This design comes from an exercise in tuning for small area on the open sky130 flow, not from production work. For this run, only the layout was checked, not whether the RTL still works. Power and IR drop assume default switching activity.

===== flow/config.mk =====
export PLATFORM = sky130hd
export DESIGN_NAME = ucf
export DESIGN_NICKNAME = ucf
export VERILOG_FILES = /design/flow/design.v
export SDC_FILE = /design/flow/constraint.sdc
export NUM_CORES = 4
export LEC_CHECK = 0
export CAP_MARGIN = 20
export CORE_MARGIN = 2
export CORE_UTILIZATION = 40
export SLEW_MARGIN = 20

===== flow/constraint.sdc =====
create_clock -name core_clock -period 10.0 [get_ports {clk}]
set_input_delay 2.0000 -clock core_clock [delete_from_list [all_inputs] [get_ports {clk}]]
set_output_delay 2.0000 -clock core_clock [all_outputs]
set_load 0.01 [all_outputs]

===== flow/design.v =====
module ucf (
    input  wire        clk,
    input  wire        rst,
    input  wire [31:0] now,
    input  wire        host_we,
    input  wire [6:0]  host_addr,
    input  wire [31:0] host_wdata,
    output reg  [31:0] host_rdata,
    output wire        busy,
    input  wire        rx_valid,
    input  wire [7:0]  rx_data,
    output reg         tx_valid,
    output reg  [7:0]  tx_data,
    output reg         notify
);
    localparam [31:0] EX_SETTLE_MS       = 32'd100;
    localparam [31:0] EX_GRAN_MS         = 32'd5;
    localparam [31:0] WR_GRAN_MS         = 32'd20;
    localparam [31:0] GI_SETTLE_MS       = 32'd10;
    localparam [31:0] DEFAULT_TIMEOUT_MS = 32'd1000;
    localparam [31:0] TMO_STOP_DECODE_MS = 32'd150;
    localparam [31:0] TMO_TRIGGER_MS     = 32'd200;
    localparam [31:0] TMO_FILL_LIGHT_MS  = 32'd100;
    localparam [7:0]  BRIGHTNESS_MAX     = 8'd100;
    localparam RX_CAP = 16;
    localparam [3:0] OP_EXECUTE       = 4'h1;
    localparam [3:0] OP_WAIT_RESPONSE = 4'h2;
    localparam [3:0] OP_EXTRACT       = 4'h3;
    localparam [3:0] OP_GET_INFO      = 4'h4;
    localparam [3:0] OP_POLL          = 4'h5;
    localparam [3:0] OP_RESULT_NAME   = 4'h6;
    localparam [3:0] OP_SET_CTRL      = 4'h7;
    localparam [3:0] OP_START_DECODE  = 4'h8;
    localparam [3:0] OP_STOP_DECODE   = 4'h9;
    localparam [3:0] OP_SET_TRIGGER   = 4'hA;
    localparam [3:0] OP_SET_FILL      = 4'hB;
    localparam [3:0] OP_GET_FW        = 4'hC;
    localparam [3:0] OP_GET_SW        = 4'hD;
    localparam [1:0] R_SUCCESS       = 2'd0;
    localparam [1:0] R_INVALID_PARAM = 2'd1;
    localparam [1:0] R_TIMEOUT       = 2'd2;
    localparam [1:0] R_ACK_MISMATCH  = 2'd3;
    localparam [3:0] S_IDLE      = 4'd0;
    localparam [3:0] S_TX        = 4'd1;   
    localparam [3:0] S_EX_SETTLE = 4'd2;   
    localparam [3:0] S_EX_WAIT   = 4'd3;   
    localparam [3:0] S_EX_SAMPLE = 4'd4;   
    localparam [3:0] S_EX_CMP    = 4'd5;   
    localparam [3:0] S_GI_SETTLE = 4'd6;   
    localparam [3:0] S_WR_WAIT   = 4'd7;   
    localparam [3:0] S_WR_SAMPLE = 4'd8;   
    localparam [3:0] S_WR_COPY   = 4'd9;   
    localparam [1:0] CTX_HOST    = 2'd0;
    localparam [1:0] CTX_GETINFO = 2'd1;
    localparam [1:0] CTX_POLL    = 2'd2;
    reg [3:0]  state;
    reg [1:0]  ctx;
    reg        tx_gi;           
    reg [2:0]  tx_idx;
    reg [2:0]  cmp_idx;
    reg        cmp_bad;
    reg [3:0]  opsel;
    reg        ctrl_bound;
    reg        ctrl_obs_en;
    reg [1:0]  result;
    reg        result_valid;
    reg [31:0] timeout;
    reg [7:0]  param;
    reg [2:0]  frame_len;
    reg [7:0]  frame [0:4];
    reg [2:0]  ack_len;
    reg [7:0]  ack [0:4];
    reg [4:0]  resp_len;
    reg [7:0]  resp_buf [0:15];
    reg [4:0]  scan_len;
    reg [7:0]  scan_buf [0:15];
    reg [15:0] pay_size;
    reg        pay_valid;
    reg        name_valid;
    reg [1:0]  name_code;
    reg [31:0] t_start;
    reg [31:0] t_mark;
    reg [7:0]  rxq [0:RX_CAP-1];
    reg [3:0]  rxq_rd;
    reg [3:0]  rxq_wr;
    reg [4:0]  rxq_count;
    assign busy = (state != S_IDLE);
    wire [31:0] elapsed_mark  = now - t_mark;
    wire [31:0] elapsed_start = now - t_start;
    wire [15:0] env_len   = {resp_buf[3], resp_buf[4]};
    wire [16:0] env_need  = {1'b0, env_len} + 17'd5;
    wire        env_valid = (resp_len >= 5'd5) && ({12'd0, resp_len} >= env_need);
    reg [7:0] tx_byte;
    reg [2:0] tx_len;
    always @(*) begin
        if (tx_gi) begin
            tx_len = 3'd3;
            case (tx_idx)
                3'd0:    tx_byte = 8'h43;
                3'd1:    tx_byte = 8'h02;
                default: tx_byte = param;
            endcase
        end else begin
            tx_len  = frame_len;
            tx_byte = frame[tx_idx];
        end
    end
    reg [8*13-1:0] name_str;
    always @(*) begin
        case (name_code)
            2'd0:    name_str = "SUCCESS      ";
            2'd1:    name_str = "INVALID_PARAM";
            2'd2:    name_str = "TIMEOUT      ";
            default: name_str = "ACK_MISMATCH ";
        endcase
    end
    wire [7:0] name_char = name_str[8*(12-host_addr[3:0]) +: 8];
    reg [3:0] name_len;
    always @(*) begin
        case (name_code)
            2'd0:    name_len = 4'd7;
            2'd1:    name_len = 4'd13;
            2'd2:    name_len = 4'd7;
            default: name_len = 4'd12;
        endcase
        if (!name_valid)
            name_len = 4'd0;
    end
    wire       issue   = (state == S_IDLE) && host_we && (host_addr == 7'h00);
    wire [3:0] issue_op = host_wdata[3:0];
    wire rxq_drain = issue && ctrl_bound &&
                     ((issue_op == OP_EXECUTE && frame_len != 3'd0) ||
                      issue_op == OP_START_DECODE || issue_op == OP_STOP_DECODE ||
                      issue_op == OP_SET_TRIGGER  || issue_op == OP_SET_FILL ||
                      issue_op == OP_GET_INFO     || issue_op == OP_GET_FW ||
                      issue_op == OP_GET_SW);
    wire rxq_pop   = (state == S_EX_CMP) || (state == S_WR_COPY && rxq_count != 5'd0);
    wire rxq_push = rx_valid && (rxq_count != RX_CAP);
    wire [7:0] rxq_head = rxq[rxq_rd];
    integer i;
    always @(posedge clk) begin
        notify   <= 1'b0;
        tx_valid <= 1'b0;
        tx_data  <= 8'd0;
        if (rst) begin
            state        <= S_IDLE;
            ctx          <= CTX_HOST;
            tx_gi        <= 1'b0;
            tx_idx       <= 3'd0;
            cmp_idx      <= 3'd0;
            cmp_bad      <= 1'b0;
            opsel        <= 4'd0;
            ctrl_bound   <= 1'b0;
            ctrl_obs_en  <= 1'b0;
            result       <= 2'd0;
            result_valid <= 1'b0;
            timeout      <= DEFAULT_TIMEOUT_MS;
            param        <= 8'd0;
            frame_len    <= 3'd0;
            ack_len      <= 3'd0;
            resp_len     <= 5'd0;
            scan_len     <= 5'd0;
            pay_size     <= 16'd0;
            pay_valid    <= 1'b0;
            name_valid   <= 1'b0;
            name_code    <= 2'd0;
            t_start      <= 32'd0;
            t_mark       <= 32'd0;
            for (i = 0; i < 5; i = i + 1) begin
                frame[i] <= 8'd0;
                ack[i]   <= 8'd0;
            end
            for (i = 0; i < 16; i = i + 1) begin
                resp_buf[i] <= 8'd0;
                scan_buf[i] <= 8'd0;
            end
        end else begin
            case (state)
            S_IDLE: begin
                if (host_we) begin
                    case (host_addr)
                    7'h04: timeout   <= host_wdata;
                    7'h05: param     <= host_wdata[7:0];
                    7'h06: frame_len <= host_wdata[2:0];
                    7'h07: ack_len   <= host_wdata[2:0];
                    7'h08: resp_len  <= host_wdata[4:0];
                    7'h10, 7'h11, 7'h12, 7'h13, 7'h14:
                        frame[host_addr[2:0]] <= host_wdata[7:0];
                    7'h18, 7'h19, 7'h1A, 7'h1B, 7'h1C:
                        ack[host_addr[2:0]] <= host_wdata[7:0];
                    7'h20, 7'h21, 7'h22, 7'h23, 7'h24, 7'h25, 7'h26, 7'h27,
                    7'h28, 7'h29, 7'h2A, 7'h2B, 7'h2C, 7'h2D, 7'h2E, 7'h2F:
                        resp_buf[host_addr[3:0]] <= host_wdata[7:0];
                    7'h00: begin
                        opsel <= host_wdata[3:0];
                        case (host_wdata[3:0])
                        OP_EXECUTE: begin
                            if (!ctrl_bound || frame_len == 3'd0) begin
                                result       <= R_INVALID_PARAM;
                                result_valid <= 1'b1;
                            end else begin
                                tx_gi  <= 1'b0;
                                tx_idx <= 3'd0;
                                state  <= S_TX;
                            end
                        end
                        OP_START_DECODE, OP_STOP_DECODE,
                        OP_SET_TRIGGER, OP_SET_FILL: begin
                            case (host_wdata[3:0])
                            OP_START_DECODE: begin
                                frame[0] <= 8'h32; frame[1] <= 8'h75;
                                frame[2] <= 8'h01; frame[3] <= 8'h00;
                                frame[4] <= 8'h00; frame_len <= 3'd3;
                                ack[0] <= 8'h00; ack[1] <= 8'h00; ack[2] <= 8'h00;
                                ack[3] <= 8'h00; ack[4] <= 8'h00; ack_len <= 3'd0;
                                timeout <= DEFAULT_TIMEOUT_MS;
                            end
                            OP_STOP_DECODE: begin
                                frame[0] <= 8'h32; frame[1] <= 8'h75;
                                frame[2] <= 8'h02; frame[3] <= 8'h00;
                                frame[4] <= 8'h00; frame_len <= 3'd3;
                                ack[0] <= 8'h33; ack[1] <= 8'h75; ack[2] <= 8'h02;
                                ack[3] <= 8'h00; ack[4] <= 8'h00; ack_len <= 3'd5;
                                timeout <= TMO_STOP_DECODE_MS;
                            end
                            OP_SET_TRIGGER: begin
                                frame[0] <= 8'h21; frame[1] <= 8'h61;
                                frame[2] <= 8'h41; frame[3] <= param;
                                frame[4] <= 8'h00; frame_len <= 3'd4;
                                ack[0] <= 8'h22; ack[1] <= 8'h61; ack[2] <= 8'h41;
                                ack[3] <= param; ack[4] <= 8'h00; ack_len <= 3'd5;
                                timeout <= TMO_TRIGGER_MS;
                            end
                            default: begin
                                frame[0] <= 8'h21; frame[1] <= 8'h62;
                                frame[2] <= 8'h48;
                                frame[3] <= (param > BRIGHTNESS_MAX) ? BRIGHTNESS_MAX : param;
                                frame[4] <= 8'h00; frame_len <= 3'd4;
                                ack[0] <= 8'h22; ack[1] <= 8'h62; ack[2] <= 8'h48;
                                ack[3] <= (param > BRIGHTNESS_MAX) ? BRIGHTNESS_MAX : param;
                                ack[4] <= 8'h00; ack_len <= 3'd5;
                                timeout <= TMO_FILL_LIGHT_MS;
                            end
                            endcase
                            if (!ctrl_bound) begin
                                result       <= R_INVALID_PARAM;
                                result_valid <= 1'b1;
                            end else begin
                                tx_gi  <= 1'b0;
                                tx_idx <= 3'd0;
                                state  <= S_TX;
                            end
                        end
                        OP_WAIT_RESPONSE: begin
                            resp_len <= 5'd0;
                            if (ctrl_bound) begin
                                t_start <= now;
                                ctx     <= CTX_HOST;
                                state   <= S_WR_SAMPLE;
                            end
                        end
                        OP_EXTRACT: begin
                            pay_valid <= env_valid;
                            pay_size  <= env_valid ? env_len : 16'd0;
                        end
                        OP_GET_INFO, OP_GET_FW, OP_GET_SW: begin
                            if (host_wdata[3:0] == OP_GET_FW)
                                param <= 8'hC1;
                            else if (host_wdata[3:0] == OP_GET_SW)
                                param <= 8'hC2;
                            if (!ctrl_bound) begin
                                resp_len  <= 5'd0;
                                pay_size  <= 16'd0;
                                pay_valid <= 1'b0;
                            end else begin
                                tx_gi  <= 1'b1;
                                tx_idx <= 3'd0;
                                state  <= S_TX;
                            end
                        end
                        OP_POLL: begin
                            scan_len <= 5'd0;
                            if (ctrl_bound && rxq_count != 5'd0) begin
                                resp_len <= 5'd0;
                                ctx      <= CTX_POLL;
                                state    <= S_WR_COPY;
                            end
                        end
                        OP_RESULT_NAME: begin
                            name_valid <= 1'b1;
                            name_code  <= param[1:0];
                        end
                        OP_SET_CTRL: begin
                            ctrl_bound  <= param[0];
                            ctrl_obs_en <= param[1];
                        end
                        default: begin
                            result       <= R_INVALID_PARAM;
                            result_valid <= 1'b1;
                        end
                        endcase
                    end
                    default: ;
                    endcase
                end
            end
            S_TX: begin
                tx_valid <= 1'b1;
                tx_data  <= tx_byte;
                if (tx_idx == tx_len - 3'd1) begin
                    tx_idx <= 3'd0;
                    if (tx_gi) begin
                        t_mark <= now;
                        state  <= S_GI_SETTLE;
                    end else if (ack_len == 3'd0) begin
                        result       <= R_SUCCESS;
                        result_valid <= 1'b1;
                        state        <= S_IDLE;
                    end else begin
                        t_mark <= now;
                        state  <= S_EX_SETTLE;
                    end
                end else begin
                    tx_idx <= tx_idx + 3'd1;
                end
            end
            S_EX_SETTLE: begin
                if (elapsed_mark >= EX_SETTLE_MS) begin
                    t_start <= now;
                    state   <= S_EX_SAMPLE;
                end
            end
            S_EX_WAIT: begin
                if (elapsed_mark >= EX_GRAN_MS)
                    state <= S_EX_SAMPLE;
            end
            S_EX_SAMPLE: begin
                if (rxq_count >= {2'b00, ack_len}) begin
                    cmp_idx <= 3'd0;
                    cmp_bad <= 1'b0;
                    state   <= S_EX_CMP;
                end else if (elapsed_start >= timeout) begin
                    result       <= R_TIMEOUT;
                    result_valid <= 1'b1;
                    state        <= S_IDLE;
                end else begin
                    t_mark <= now;
                    state  <= S_EX_WAIT;
                end
            end
            S_EX_CMP: begin
                if (cmp_idx == ack_len - 3'd1) begin
                    result       <= (cmp_bad || rxq_head != ack[cmp_idx]) ? R_ACK_MISMATCH : R_SUCCESS;
                    result_valid <= 1'b1;
                    state        <= S_IDLE;
                end else begin
                    cmp_bad <= cmp_bad || (rxq_head != ack[cmp_idx]);
                    cmp_idx <= cmp_idx + 3'd1;
                end
            end
            S_GI_SETTLE: begin
                if (elapsed_mark >= GI_SETTLE_MS) begin
                    resp_len <= 5'd0;
                    t_start  <= now;
                    ctx      <= CTX_GETINFO;
                    state    <= S_WR_SAMPLE;
                end
            end
            S_WR_WAIT: begin
                if (elapsed_mark >= WR_GRAN_MS)
                    state <= S_WR_SAMPLE;
            end
            S_WR_SAMPLE: begin
                if (rxq_count != 5'd0) begin
                    state <= S_WR_COPY;
                end else if (elapsed_start >= ((ctx == CTX_GETINFO) ? DEFAULT_TIMEOUT_MS : timeout)) begin
                    if (ctx == CTX_GETINFO) begin
                        pay_size  <= 16'd0;
                        pay_valid <= 1'b0;
                    end
                    state <= S_IDLE;
                end else begin
                    t_mark <= now;
                    state  <= S_WR_WAIT;
                end
            end
            S_WR_COPY: begin
                if (rxq_count != 5'd0) begin
                        resp_buf[resp_len[3:0]] <= rxq_head;
                    resp_len <= resp_len + 5'd1;
                    if (ctx == CTX_POLL) begin
                        scan_buf[resp_len[3:0]] <= rxq_head;
                        scan_len <= resp_len + 5'd1;
                    end
                end else begin
                    if (ctx == CTX_GETINFO) begin
                        pay_valid <= env_valid;
                        pay_size  <= env_valid ? env_len : 16'd0;
                    end
                    if (ctx == CTX_POLL && ctrl_obs_en)
                        notify <= 1'b1;
                    state <= S_IDLE;
                end
            end
            default: state <= S_IDLE;
            endcase
        end
    end
    always @(posedge clk) begin
        if (rst) begin
            rxq_rd    <= 4'd0;
            rxq_wr    <= 4'd0;
            rxq_count <= 5'd0;
        end else if (rxq_drain) begin
            rxq_rd    <= rxq_wr;
            rxq_count <= 5'd0;
        end else begin
            if (rxq_push) begin
                rxq[rxq_wr] <= rx_data;
                rxq_wr      <= rxq_wr + 4'd1;
            end
            if (rxq_pop)
                rxq_rd <= rxq_rd + 4'd1;
            rxq_count <= rxq_count + {4'd0, rxq_push} - {4'd0, rxq_pop};
        end
    end
    always @(*) begin
        host_rdata = 32'd0;
        case (host_addr[6:4])
        3'h0: begin
            case (host_addr[3:0])
            4'h0: host_rdata = {28'd0, opsel};
            4'h1: host_rdata = {30'd0, ctrl_obs_en, ctrl_bound};
            4'h2: host_rdata = {29'd0, (scan_len != 5'd0), result_valid, busy};
            4'h3: host_rdata = {30'd0, result};
            4'h4: host_rdata = timeout;
            4'h5: host_rdata = {24'd0, param};
            4'h6: host_rdata = {29'd0, frame_len};
            4'h7: host_rdata = {29'd0, ack_len};
            4'h8: host_rdata = {27'd0, resp_len};
            4'h9: host_rdata = {15'd0, pay_valid, pay_size};
            4'hA: host_rdata = {27'd0, scan_len};
            4'hB: host_rdata = {28'd0, name_len};
            default: host_rdata = 32'd0;
            endcase
        end
        3'h1: begin
            if (host_addr[3] == 1'b0 && host_addr[2:0] <= 3'd4)
                host_rdata = {24'd0, frame[host_addr[2:0]]};
            else if (host_addr[3] == 1'b1 && host_addr[2:0] <= 3'd4)
                host_rdata = {24'd0, ack[host_addr[2:0]]};
        end
        3'h2: host_rdata = {24'd0, resp_buf[host_addr[3:0]]};
        3'h3: host_rdata = {24'd0, scan_buf[host_addr[3:0]]};
        3'h4: begin
            if (host_addr[3:0] < name_len)
                host_rdata = {24'd0, name_char};
        end
        default: host_rdata = 32'd0;
        endcase
    end
endmodule

===== flow/run.sh =====
#!/bin/bash
# synth_recipe.tcl (not shown) runs the flow's synth.tcl, then flattens the netlist and writes it again
# the make line also repeats each setting of config.mk as NAME=value (left out here)
make -C /OpenROAD-flow-scripts/flow DESIGN_CONFIG=/design/flow/config.mk WORK_HOME=/design/flow/orfs CLKGATE_MAP_FILE= SYNTH_SCRIPT=/design/flow/synth_recipe.tcl finish

==> reports/qor.yml <==
drt_pre_antenna_iters: 7
nNetsFinal: 4078
ctsLongestPathBuffers: 3
ios: 126
antenna_found_initial: 6
seqCellArea_mm2: 0.01930
crit_type: "input port to primary output"
vias_per_cell: 5.890
die_w_um: 315.8
routed_wl_mm: 123.6
status: "timing/DRC/antenna clean"
dr.first_iter.drc_count: 3285
power_leakage_uw: 0.01539
ys_ff_latch: 708
crit_fanout: 44
hpwl_mm: 86.72
rsz0062_at_grt: "no"
reg2reg_slack_ns: 3.97
insertion_delay_ns: 0.66
endpoint_kind: "primary output"
track_usage_pct: 24.44
max_freq_mhz: 124.4
port_buffers: 125
slew_headroom_pct: 24.01
syn_area_per_cell_um2: 10.32
cp_top_family: "adder cells"
synth_area_mm2: 0.03887
hp-class: "register to register"
drcViolationCount: 0
cts_setup_buffers: 0
arrival_ns: 6.04
synth_area_leaders: "edfxtp_1 (40%), dfxtp_1 (10%), ha_1 (5.6%)"
crit_required_ns: 8.00
avgRoutedWirePerCell_um: 23.97
worstMarginPinSlew_ns: 1.136
yosysTopAreaCell: "edfxtp_1"
multi_input_area_mm2: 0.01819
synth_edf_count: 512
fill_cells: 9054
yosysUniqueCellTypes: 92
worstPathCellList: "buf_4, inv_1, ha_1, inv_1, ha_1, nand2_1, o22ai_1, nand2_1, o31ai_1, nand2_1, o311ai_0, o21ai_0, o221ai_1, clkdlybuf4s50_1"
cts_tree: "done"
final_cell_area_mm2: 0.04391
fin_skew_ns: 0.03425
syn_inst: 3766
crit_path_start_kind: "input port"
clock-sinks: 708
fin_cells: 5156
syn2layout_area_growth_pct: 12.95
grt_start_max_net_pins: 91
placed_cell_area_mm2: 0.04138
ant_nets: 0
ys_seq_area_share_pct: 49.64
crit_top_cell: "nand2_1"
cts.clk_slew.worst_paths_ns: 0.06
cts_resized: 0
fin_tns_setup_ns: 0
numCtsBuffers: 79
cp_slowest_stage_delay_ns: 0.93
ir_drop_mv: 0.1311
grt_pass1_wl_mm: 184.8
hold_viol_final: 0
dp_cells: 5012
routabilityCongestion: 0.9431
finalMaxSlewViolations: 0
finalCritPeriodShare_pct: 80.36
syn-num-nets: 4026
cts-root-buf: "clkbuf_16"
critPathBufInv: 4
p_per_area_mw_per_mm2: 157.0
via_count: 30369
initial_utilization_pct: 40.26
drive_gt1_share_pct: 8.638
yosys_warnings: 1
cap_violations: 0
die_h_um: 315.8
cpMaxStageDelayCell: "ha_1"
pre_cts_ws_ns: 1.837
synth_flop_cell: "edfxtp_1"
grt_remaining_overflow: 0
synthArstFlopShare_pct: 0
final.min_clock_period_ns: 8.036
hold_buffers: 0
setup_ws_ns: 1.964
coreArea_mm2: 0.09657
synth_top_area_share_pct: 39.55
setup_viol: 0
rows: 114
grt_pass1_vias: 29094
cts-htree-levels: 3
dieArea_mm2: 0.09970
kinds of logic (layout without fill, tap and decap cells):
| logic type | after synthesis | count (layout) | share of synthesized area (%) |
|---|---|---|---|
| xor gates and xnor gates | 81 | 81 | 1.825 |
| and+or+nand+nor | 1361 | 1361 | 16.39 |
| adders and majority gates | 177 | 177 | 5.755 |
| AOI/OAI and AO/OA | 842 | 842 | 14.36 |
| other | 0 | 2 | 0 |
| buffers and inverters | 371 | 483 | 3.708 |
| DFF | 708 | 708 | 49.64 |
| muxes | 226 | 226 | 8.326 |
synthesized netlist by cell type, types with 8 or more instances:
library cell / n
nor2_1: 551
edfxtp_1: 512
nand2_1: 285
a21oi_1: 241
dfxtp_1: 196
clkbuf_1: 185
ha_1: 174
inv_1: 148
mux2i_1: 124
nand2b_1: 124
o21ai_0: 122
nand3_1: 84
a21o_1: 83
a22oi_1: 77
mux4_2: 75
and2_1: 72
nor3_1: 56
xor2_1: 45
nand4_1: 40
nor2b_1: 36
xnor2_1: 36
a221oi_1: 32
a31oi_1: 32
a22o_1: 28
a211oi_1: 25
o22ai_1: 25
mux2_2: 24
o21a_1: 24
and3_1: 21
buf_1: 20
or3_1: 18
o211ai_1: 15
a211o_1: 13
or2_2: 13
buf_2: 12
o21bai_1: 12
a2111oi_0: 11
nor4_1: 11
o21ai_1: 10
a311oi_1: 9
nor3b_1: 8
o31ai_1: 8
metrics by stage:
step / hold slack, ns / total power, uW / utilization, %
finish: 0.4620 / 6892 / 45.47
global route: 0.4742 / 7113 / 45.47
CTS: 0.4531 / 6924 / 45.46
detailed placement: 0.4441 / 4053 / 42.86
global placement: 0.4454 / 4046 / 42.86
floorplan: 0.4252 / 3761 / -
cell usage in the layout (no fill, tap or decap), types with 25 or more instances in the layout:
cell	instances
a211oi_1	25
edfxtp_1	512
o21ai_0	116
nor2_1	548
mux2i_1	124
nand3_1	83
nand2_1	285
clkdlybuf4s50_1	119
mux4_2	75
a22o_1	28
nand4_1	40
o22ai_1	25
nor3_1	54
xnor2_1	36
nor2b_1	35
a21oi_1	241
a31oi_1	31
dfxtp_1	195
nand2b_1	124
a22oi_1	77
buf_4	69
inv_1	148
ha_1	174
a221oi_1	32
and2_1	72
clkbuf_16	79
a21o_1	83
xor2_1	45
layer usage:
| metal | wire length (um) | GRT usage, % | vias up |
|---|---|---|---|
| li1 | - | - | 13908 |
| met1 | 51830 | 33.48 | 14847 |
| met2 | 56670 | 38.94 | 1366 |
| met3 | 10900 | 4.650 | 240 |
| met4 | 4138 | 8.283 | 8 |
| met5 | 50 | 0 | - |
power by group:
group	switching, uW	total (uW)	internal, uW	leakage [uW]
sequential	36.0	3240	3200	0.00663
combinational	493	763	270	0.00754
clock	1230	2890	1660	0.00123
worst paths after layout:
kind / endpoint / cells past startpoint / start
worst max register to register: t_mark[4]$_SDFFE_PP0P_ / 23 / t_start[4]$_SDFFE_PP0P_
worst min register to register: result_valid$_SDFFE_PP0P_ / 2 / result_valid$_SDFFE_PP0P_
worst min-delay path: result_valid$_SDFFE_PP0P_ / 2 / result_valid$_SDFFE_PP0P_
worst max-delay path: host_rdata[4] / 14 / host_addr[0]
worst register-to-register path, delay by kind of cell, from the launching register on:
family / cells / cell delay (ns)
simple gates: 3 / 0.31
compound gates: 14 / 3.43
fa+ha+maj: 2 / 0.67
xor+xnor: 1 / 0.27
flops: 1 / 0.34
buf+inv: 2 / 0.54
mux: 1 / 0.33
area by class of cell:
cell class	count	area share, %
flip-flops and latches	708	43.95
multi-input cells	2687	41.43
inverters	149	1.274
well taps	1276	3.636
clock inverters	36	0.8891
clock buffers	105	4.839
repair buffers	193	3.964
diodes	2	0.01140
flip-flops by register name (all words and copies together) (netlist names), 4 cells and up, named ones only:
| register | flops |
|---|---|
| rxq | 128 |
| resp_buf | 128 |
| rxq_rd | 4 |
| tx_data | 8 |
| rxq_wr | 4 |
| pay_size | 16 |
| frame | 64 |
| timeout | 32 |
| param | 8 |
| rxq_count | 5 |
| ack | 64 |
| scan_len | 5 |
| opsel | 4 |
| state | 4 |
| t_mark | 32 |
| t_start | 32 |
| resp_len | 5 |
| scan_buf | 128 |

re-timing with driven ports:
How much do the figures lean on ideal ports? The routed layout below was timed once more, with nothing changed but the port constraints.
Step 1 sets driving cells, clkbuf_16 on the clock port and buf_2 on the other inputs (assumed; they add their load-dependent delay and slew).
Step 2 times the ports against the registers' clock, not the clock port: input delays grow and output delays shrink by t, the midpoint of the rising clock arrivals with the driver on.
a / b / c = ideal ports / drivers / drivers and shift; a / b = the first two.
t, ns: 0.711
setup WS [ns]: 1.964 / 1.917 / 1.804
worst register clock-pin slew, ns: 0.06 / 0.06
pins driven straight from the clock port: 1
After both steps setup and hold are still met in this run. The setup slack of this run moves by -0.047 ns with the drivers and by -0.160 ns with both steps.
